Source: an optimization exercise on an open RTL-to-GDS flow (aim: small area). Production flows keep margins and buffers that such runs may drop. Only simulation tests tie the RTL to the original design; equivalence was not proved. Power and IR drop assume default switching activity.

**flow/flow/run.sh**
```bash
#!/bin/bash
# The standard layout (standard.sh: ORFS from synthesis to the final layout),
# with these changes only:
# - clock-tree synthesis: buf_4 clock buffers (buf_2 above the leaves), sink clusters of at most 13
#   flip-flops within 40 um, and no dummy loads;
# - the port buffers (one on every input and output, as standard) are buf_1;
# - after clock-tree synthesis, gates with timing slack are downsized
#   (ORFS's power recovery, RECOVER_POWER).
set -euo pipefail
export CTS_ARGS="-sink_clustering_enable -repair_clock_nets -dont_use_dummy_load -buf_list {sky130_fd_sc_hd__buf_4} -tree_buf sky130_fd_sc_hd__buf_2 -sink_clustering_size 13 -sink_clustering_max_diameter 40"
export BUFFER_PORTS_ARGS="-buffer_cell sky130_fd_sc_hd__buf_1"
export RECOVER_POWER=100
bash standard.sh finish > standard_flow.log 2>&1
```
**flow/standard.sh**
```bash
#!/bin/bash
# synth_recipe.tcl (not shown) runs the flow's synth.tcl, then flattens the netlist and writes it again
# the make line also repeats each setting of config.mk as NAME=value (left out here)
make -C /OpenROAD-flow-scripts/flow DESIGN_CONFIG=/design/flow/config.mk WORK_HOME=/design/flow/orfs CLKGATE_MAP_FILE= SYNTH_SCRIPT=/design/flow/synth_recipe.tcl "${@:-finish}"
```
**flow/config.mk**
```make
export PLATFORM = sky130hd
export DESIGN_NAME = b1c_interleaver
export DESIGN_NICKNAME = b1c_interleaver
export VERILOG_FILES = /design/flow/design.v
export SDC_FILE = /design/flow/constraint.sdc
export NUM_CORES = 4
export LEC_CHECK = 0
export CAP_MARGIN = 20
export CORE_MARGIN = 2
export CORE_UTILIZATION = 60
export PLACE_DENSITY = 0.7
export SLEW_MARGIN = 20
```
**flow/constraint.sdc**
```tcl
create_clock -name core_clock -period 10.0 [get_ports {clk}]
set_input_delay 2.0000 -clock core_clock [delete_from_list [all_inputs] [get_ports {clk}]]
set_output_delay 2.0000 -clock core_clock [all_outputs]
set_load 0.01 [all_outputs]
```
**flow/design.v**
```verilog
module b1c_interleaver (
    input  wire clk,
    input  wire rst,
    input  wire in_valid,
    output wire in_ready,
    input  wire in_bit,
    output wire out_valid,
    input  wire out_ready,
    output wire out_bit
);
    localparam N = 1680;
    localparam [10:0] W47 = 11'd935, W70 = 11'd1879, W118 = 11'd188,
                      W166 = 11'd1036, W310 = 11'd1546, W1679 = 11'd1784;
    localparam [5:0]  COL47 = 6'd34;
    localparam [3:0]  GRP9 = 4'd9, GRP10 = 4'd2, GRP11 = 4'd5;
    reg [N-1:0] ring;
    reg [10:0]  wait_cnt;   
    reg [3:0]   grp;        
    reg [1:0]   pos;        
    reg [5:0]   col;
    reg         draining;   
    reg         buf_bit;    
    reg         full;
    wire [10:0] wait_step = {wait_cnt[9:0], ~(wait_cnt[10] ^ wait_cnt[8])};
    wire [5:0]  col_step  = {col[4:0], ~(col[5] ^ col[4])};
    wire [3:0]  grp_step  = {grp[2:0], ~(grp[3] ^ grp[2])};
    wire bypass = (grp == GRP10) && (pos == 2'd2);
    wire last   = (grp == 4'd0) && (pos == 2'd0) && (col == 6'd0);
    assign in_ready  = !full && (!draining || bypass);
    assign out_valid = draining && full;
    assign out_bit   = buf_bit;
    wire take  = in_valid && in_ready;
    wire give  = out_valid && out_ready;
    wire here  = (wait_cnt == 11'd0);
    wire write = !draining && full && here;
    wire read  = draining && here && !bypass && !(full && (last || !out_ready));
    always @(posedge clk)
        ring <= {ring[N-2:0], write ? buf_bit : ring[N-1]};
    always @(posedge clk) begin
        if (rst) begin
            wait_cnt <= 11'd0;
            grp      <= 4'd0;
            pos      <= 2'd0;
            col      <= 6'd0;
            draining <= 1'b0;
            full     <= 1'b0;
        end else begin
            if (take) begin
                buf_bit <= in_bit;
                full    <= 1'b1;
                if (draining) begin            
                    grp <= GRP11;
                    pos <= 2'd0;
                end
            end
            if (give) begin
                full <= 1'b0;
                if (last)
                    draining <= 1'b0;
            end
            if (write) begin
                full <= 1'b0;
                if (col == COL47) begin
                    col <= 6'd0;
                    if (pos == 2'd0) begin
                        pos      <= 2'd1;
                        wait_cnt <= W70;
                    end else if (pos == 2'd1) begin
                        if (grp == GRP11) begin
                            pos      <= 2'd2;
                            wait_cnt <= W70;
                        end else begin
                            pos      <= 2'd0;
                            grp      <= grp_step;
                            wait_cnt <= (grp == GRP10) ? W70 : W118;
                        end
                    end else if (grp == GRP11) begin
                        grp      <= 4'd0;
                        wait_cnt <= W166;
                    end else if (grp == GRP9) begin
                        grp      <= 4'd0;
                        pos      <= 2'd0;
                        draining <= 1'b1;
                        wait_cnt <= W310;
                    end else begin
                        grp      <= grp_step;
                        wait_cnt <= W166;
                    end
                end else begin
                    col      <= col_step;
                    wait_cnt <= W70;
                end
            end else if (read) begin
                buf_bit <= ring[N-1];
                full    <= 1'b1;
                if (pos == 2'd2) begin
                    pos <= 2'd0;
                    if (grp == GRP11) begin
                        grp <= 4'd0;
                        if (col == COL47) begin
                            col      <= 6'd0;
                            wait_cnt <= W70;
                        end else begin
                            col      <= col_step;
                            wait_cnt <= W118;
                        end
                    end else begin
                        grp      <= grp_step;
                        wait_cnt <= W47;
                    end
                end else begin
                    pos      <= pos + 2'd1;
                    wait_cnt <= W47;
                end
            end else begin
                wait_cnt <= here ? W1679 : wait_step;
            end
        end
    end
endmodule
```
==> impl_metrics.ini <==
[outcome]
status = no timing/DRC/antenna violations

[sta]
finalMaxSlewViolations = 0
skew_ps = 111
hold_viol_final = 0
setup_viol = 0
finalCritPeriodShare_pct = 48.4
min_period_ps = 4840
whs_ps = 221
setup-tns-final_ps = 0
fmax_mhz = 207
relSlewSlack_pct = 32.2
worstMarginPinSlew_ps = 1010
rsz0062_at_grt = no

[global_route]
grt.overflow.total = 0
use_met2_pct = 15.9
gr-usage-met1_pct = 18.8
use_met3_pct = 4.26
grt_pass1_wl_um = 62000
grt_pass1_vias = 12864
grt.busiest_layer = met1
grt_antenna_before_repair = 2
grt_util_all_layers_pct = 12.7
grt_max_degree = 18

[power_and_ir_drop]
power.density_mw_per_mm2 = 254
p_int_mw = 7.62
power_frac_comb_pct = 1.2
ir_worst_vdd_mv = 0.141
p_clk_share_pct = 26.5
power_switching_mw = 1.87
p_sw_share_pct = 19.7
p_seq_share_pct = 72.3
power_leakage_nw = 14.8

[clock_network]
cts_tree = built
cts_buffer_depth = 3
clk_latency_ps = 930
hold_buffers = 0
cts_max_level = 4
clockRootBuffer = buf_4
cts_sinks = 1706
postCtsSetupRepairBufs = 0
cts_made_buffers = 154
clk_pin_slew_ps = 100
cts_resized = 0

[floorplan]
core_area_mm2 = 0.0579
die_h_um = 246
fp.dieW_um = 246
start_util_pct = 60.9
ios = 8
rows = 88
die-area_mm2 = 0.0607

[synthesis]
synthTopCellsByCount = dfxtp_1 (1705), nand2_1 (17), nor2_1 (13)
synth.yosys.seq_area_share_pct = 96.9
synth_area_leaders = dfxtp_1 (97%), nand2_1 (0.18%), ha_1 (0.18%)
synth_area_leader_cell = dfxtp_1
synth.distinct_cells = 58
syn_avg_cell_area_um2 = 18.9
ys.flop_type = dfxtp_1
synth_edf_count = 1
synth_cells = 1868
synth.net_count = 1878
yosysWarnings = 1
ys_ff_latch = 1706
synthesis.area_mm2 = 0.0352
synth-async-reset-ratio_pct = 0
synth.top_cell.area_share_pct = 96.8
yosysMostFrequentCell = dfxtp_1

[routing]
vias = 12079
wl_um = 35100
routedWlPerCell_um = 12.6
avgViaCountPerCell = 4.33
drtAntennaViolNets = 0
drt_first_pass_iters = 5
drt_iter0_drc = 571
drcViolationCount = 0

[critical_path]
critPathLaunchType = flop
critPathCaptureType = output port
cp_data_arrival_time_ps = 2840
path_cells = nand2b_2, o31ai_1, nor2b_1, buf_1
startpoint = pos[1]
critPathSlowestCell = o31ai_1
path_class = reg2out
max_stage_delay_ps = 790
required_ps = 8000
crit_path_max_fanout = 12
r2r-start = wait_cnt[3]

[layout]
nets = 2031
layout-drive-gt1-share_pct = 8.07
syn2layout_area_growth_pct = 5.78

[place]
place_hpwl_um = 16000
port_buffers = 7
gp_congestion = 0.830

[job]
drv_cap = 0

[worst_hold_path]
min_path_type = reg2reg
worstHoldStart = ring[376]
## metal layers
metal  wire length (um)  part of all wire (%)
met5                  0                     0
met3               1950                   5.5
met1              18800                    54
met2              13100                    37
met4               1250                   3.5
## through the flow
step | area, um^2 | worst slack [ps] | power [mW] | util [%] | instances
2_1_floorplan | 35200 | 6750 | 7.10 | - | 1868
3_3_place_gp | 36200 | 6460 | 7.12 | 62.5 | 2630
3_5_place_dp | 36200 | 6370 | 7.13 | 62.5 | 2630
4_1_cts | 37300 | 5480 | 9.63 | 64.4 | 2784
5_1_grt | 37300 | 4860 | 9.91 | 64.4 | 2792
6_report | 37300 | 5160 | 9.48 | 64.4 | 2792
## layout make-up
type	instances	area [um^2]
multi-input combinational	145	973
timing repair buffer	7	26.3
inverter	7	26.3
clock buffer	154	1120
fill	4031	20600
sequential	1706	34200
tap	765	957
antenna	8	20.0
## state kept, by name, summed over array words and instances (netlist names)
signal    flops
ring       1680
wait_cnt     11
col           6
grp           4
pos           2
buf_bit       1
draining      1
full          1
## critical path: cells and delay by family (launching register included)
family | cells | cell delay, ps
buffers and inverters | 1 | 160
flip-flops | 1 | 630
AND/OR/NAND/NOR | 2 | 440
AO/OA/AOI/OAI | 1 | 790
## placed cells by master (no fill, tap or decap), drive strengths merged, types with 2 or more instances in the layout
cell type / Yosys / layout
ha: 5 / 5
dfxtp: 1705 / 1705
nor4: 4 / 4
o21ai: 14 / 14
nand3b: 2 / 2
buf: 1 / 160
mux2i: 5 / 5
nand3: 6 / 6
o211ai: 5 / 5
o22ai: 3 / 3
o31ai: 3 / 3
a31oi: 3 / 3
diode: 0 / 8
nand2b: 2 / 2
nor3b: 2 / 2
a21oi: 12 / 12
nor3: 6 / 6
nor2b: 5 / 5
a211oi: 2 / 2
or3: 3 / 3
nor2: 13 / 13
nand2: 18 / 18
o21a: 2 / 2
nand4: 2 / 2
inv: 7 / 7
nand4b: 2 / 2
and3: 3 / 3
a32oi: 2 / 2
a21o: 2 / 2
o221ai: 2 / 2
## power by group through the flow
| stage | sequential [mW] | clock, mW | combinational [mW] |
|---|---|---|---|
| after floorplan | 7.01 | 0 | 0.0950 |
| after global placement | 7.02 | 0 | 0.108 |
| after detailed placement | 7.02 | 0 | 0.115 |
| after CTS | 6.86 | 2.66 | 0.115 |
| after global routing | 6.87 | 2.92 | 0.123 |
| final | 6.86 | 2.51 | 0.113 |
## cells by family (layout without fill, tap and decap cells)
family                     Yosys count  in the layout  share of synthesized area [%]
and+or+nand+nor                     75             75                           1.33
DFF                               1706           1706                           96.9
xor gates and xnor gates             1              1                         0.0249
buffers and inverters               17            168                          0.202
other                                0              8                              0
AOI/OAI and AO/OA                   58             58                           1.15
adders and majority gates            5              5                          0.177
muxes                                6              6                          0.185
## final timing paths
path	end	slack, ps	cells after the start
max	in_ready	5160	4
min	ring[377]	220	0
max reg2reg	wait_cnt[10]	7020	5
min reg2reg	ring[377]	220	0

[separate check: timing with driven ports]
Ports are ideal in the flow. The routed layout listed here was re-timed in OpenROAD.
Step 1, drivers: a clkbuf_16 drives clk and a buf_2 each remaining input, both assumed.
Step 2, shift: input delay + t, output delay - t, t = (earliest + latest rising clock arrival at the registers) / 2. This alone moves slack from input paths to output paths.
Three values: ideal, step 1, step 2; two values: the first two.
shift t [ns]: 0.927
setup WS [ns]: 5.160 / 5.109 / 6.037
worst data-port slew with drivers (ns): 0.06
pins driven straight from the clock port: 1
After both steps this run still meets setup and hold. For this run, drivers alone change the setup slack by -0.051 ns; drivers and shift together by +0.877 ns.
